Source: an optimization exercise on an open RTL-to-GDS flow (aim: small area, a short achievable clock period and few clock cycles per item). Production flows keep margins and buffers that such runs may drop.
Where RTL was checked, it was by simulation tests only, not by an equivalence proof against the original.

==> wip/quartz: inputs <==
## simpleeq_chain
module simpleeq_chain (
    input  wire        clk,
    input  wire        rst_n,         
    input  wire        s_valid,
    output wire        s_ready,
    input  wire [63:0] s_data,
    input  wire        s_last,
    output wire        m_valid,
    input  wire        m_ready,
    output wire [63:0] m_data,
    output wire        m_last,
    input  wire        cfg_we,
    input  wire [6:0]  cfg_addr,      
    input  wire [31:0] cfg_wdata,
    input  wire        commit,
    input  wire        clear_state,
    output wire        commit_pending
);
==> flow/config.mk <==
export PLATFORM = sky130hd
export DESIGN_NAME = simpleeq_chain
export DESIGN_NICKNAME = simpleeq_chain
export VERILOG_FILES = /design/flow/design.v
export SDC_FILE = /design/flow/constraint.sdc
export NUM_CORES = 8
export LEC_CHECK = 0
export CAP_MARGIN = 20
export CORE_MARGIN = 2
export CORE_UTILIZATION = 40
export SLEW_MARGIN = 20
==> flow/constraint.sdc <==
create_clock -name core_clock -period 20.0 [get_ports {clk}]
set_input_delay 4.0000 -clock core_clock [delete_from_list [all_inputs] [get_ports {clk}]]
set_output_delay 4.0000 -clock core_clock [all_outputs]
set_load 0.01 [all_outputs]
standard.sh (not shown) runs the stock make flow with config.mk's settings and CLKGATE_MAP_FILE= SYNTH_SCRIPT=/design/flow/synth_recipe.tcl, a recipe that flattens the netlist after the stock synthesis.
==> flow/flow/run.sh <==
#!/bin/bash
# Standard ORFS layout (the standard.sh, unchanged synthesis), with
#  - the timing repair steps asked to leave extra setup slack, so that they
#    shorten the long paths even though the 20 ns clock is met without them;
#  - every port buffered with buf_4 instead of the default delay buffer;
#  - clock-tree sinks clustered in groups of up to 24 within 100 um, which
#    needs fewer clock buffers.
set -euo pipefail
export SETUP_SLACK_MARGIN=14.5
export BUFFER_PORTS_ARGS="-buffer_cell sky130_fd_sc_hd__buf_4"
export CTS_CLUSTER_SIZE=24
export CTS_CLUSTER_DIAMETER=100
bash standard.sh > standard_flow.log 2>&1
==> wip/maple (differences from wip/quartz) <==
--- a/flow/design.v
+++ b/flow/design.v
@@ -1464,37 +1464,27 @@
         end
     endgenerate
     assign take   = go[0] | go[1];
     assign push_x = take && (lv_a == 4'd0);
     assign push_y = push_e[0] | push_e[1];
     assign y_d    = push_e[1] ? y_e[1] : y_e[0];
     reg  [45*32-1:0] ring;
-    reg  [31:0] tap;
-    always @* begin
-        case (lv_r)
-            4'd5:    tap = ring[24*32 +: 32];
-            4'd6:    tap = ring[29*32 +: 32];
-            4'd7:    tap = ring[34*32 +: 32];
-            4'd8:    tap = ring[39*32 +: 32];
-            default: tap = ring[44*32 +: 32];
-        endcase
-    end
+    reg  [31:0] craw [0:1];           
     always @(posedge clk)
-        ring <= {ring[44*32-1:0], fill_d ? f_word : tap};
+        ring <= {ring[44*32-1:0], fill_d ? f_word : craw[0]};
     reg  [31:0] tap2;
     always @* begin
         case (lv_r)
             4'd5:    tap2 = ring[23*32 +: 32];
             4'd6:    tap2 = ring[28*32 +: 32];
             4'd7:    tap2 = ring[33*32 +: 32];
             4'd8:    tap2 = ring[38*32 +: 32];
             default: tap2 = ring[43*32 +: 32];
         endcase
     end
-    reg  [31:0] craw [0:1];
     wire [37:0] tap_na, tap_nb;
     eq_fnorm u_ca (.a(craw[0]), .n(tap_na));
     eq_fnorm u_cb (.a(craw[1]), .n(tap_nb));
     wire [38:0] tap_ba, tap_bb;
     eq_booth u_ba (.a(tap_na[23:0]), .bd(tap_ba));
     eq_booth u_bb (.a(tap_nb[23:0]), .bd(tap_bb));
     reg  [37:0] coef [0:1];
Settings changed: CORE_UTILIZATION 40 to 70.
==> results.txt <==
	wip/maple	wip/quartz
Post-Syn Instances	29800	30200
Net count of the mapped netlist	31900	32300
Mux contribution to synthesized area	0.0995	0.0974
Cell Area, Placed	338000 um^2	347000 um^2
Resize count post-CTS	580	603
Xor/xnor share of the synthesized area	0.0543	0.0543
HPWL after detailed placement	914 mm	899 mm
# Post-CTS Setup Buffers	96	84
Clock sink total	6329	6361
Seq/Total Area, Yosys	0.481	0.480
Syn_area_per_cell	11.1 um^2	11.0 um^2
Chip Width	691 um	917 um
Adder and majority gate portion of the synthesized area	0.0981	0.0973
Area share of the leading cell type in the synthesized netlist	0.295	0.292
Die outline height	691 um	917 um
Fraction of the mapped netlist area in compound gates	0.134	0.138
Number of cells in the design after placement	34800	40100
Initial core utilization	0.703	0.401
Status	stopped before the end	finished clean
Failing step	global routing	-
Area fraction in and, or, nand and nor cells after synthesis	0.0873	0.0879
Minimum setup slack after placement	12360 ps	12830 ps
Testbench counts of wip/maple, summed over its fixed seeds: cycles 32,261, frames 2,048.
For wip/quartz, only the layout was checked, not whether the RTL still works.

-- static timing again, ports no longer ideal --
The flow's constraints put no driver on any port. The routed layout listed below was extracted and timed again, unchanged, in two steps. Step 1, drivers: a clkbuf_16 drives clk and a buf_2 each remaining input, both assumed. Step 2 also shifts input and output timing later by t, the mid clock arrival at the registers, as if the neighbouring blocks saw the same clock. Three values: ideal ports, drivers, drivers and shift; two values: the first two.
run: wip/quartz
t (ns): 1.202
setup slack, ns: 14.312 / 14.159 / 13.544
worst setup path after step 2: input to register
clock arrival spread, ns: 0.145 / 0.145
worst data-port slew with drivers (ns): 0.33
After both steps wip/quartz still meets setup and hold. For wip/quartz, drivers alone change the setup slack by -0.153 ns; drivers and shift together by -0.768 ns.
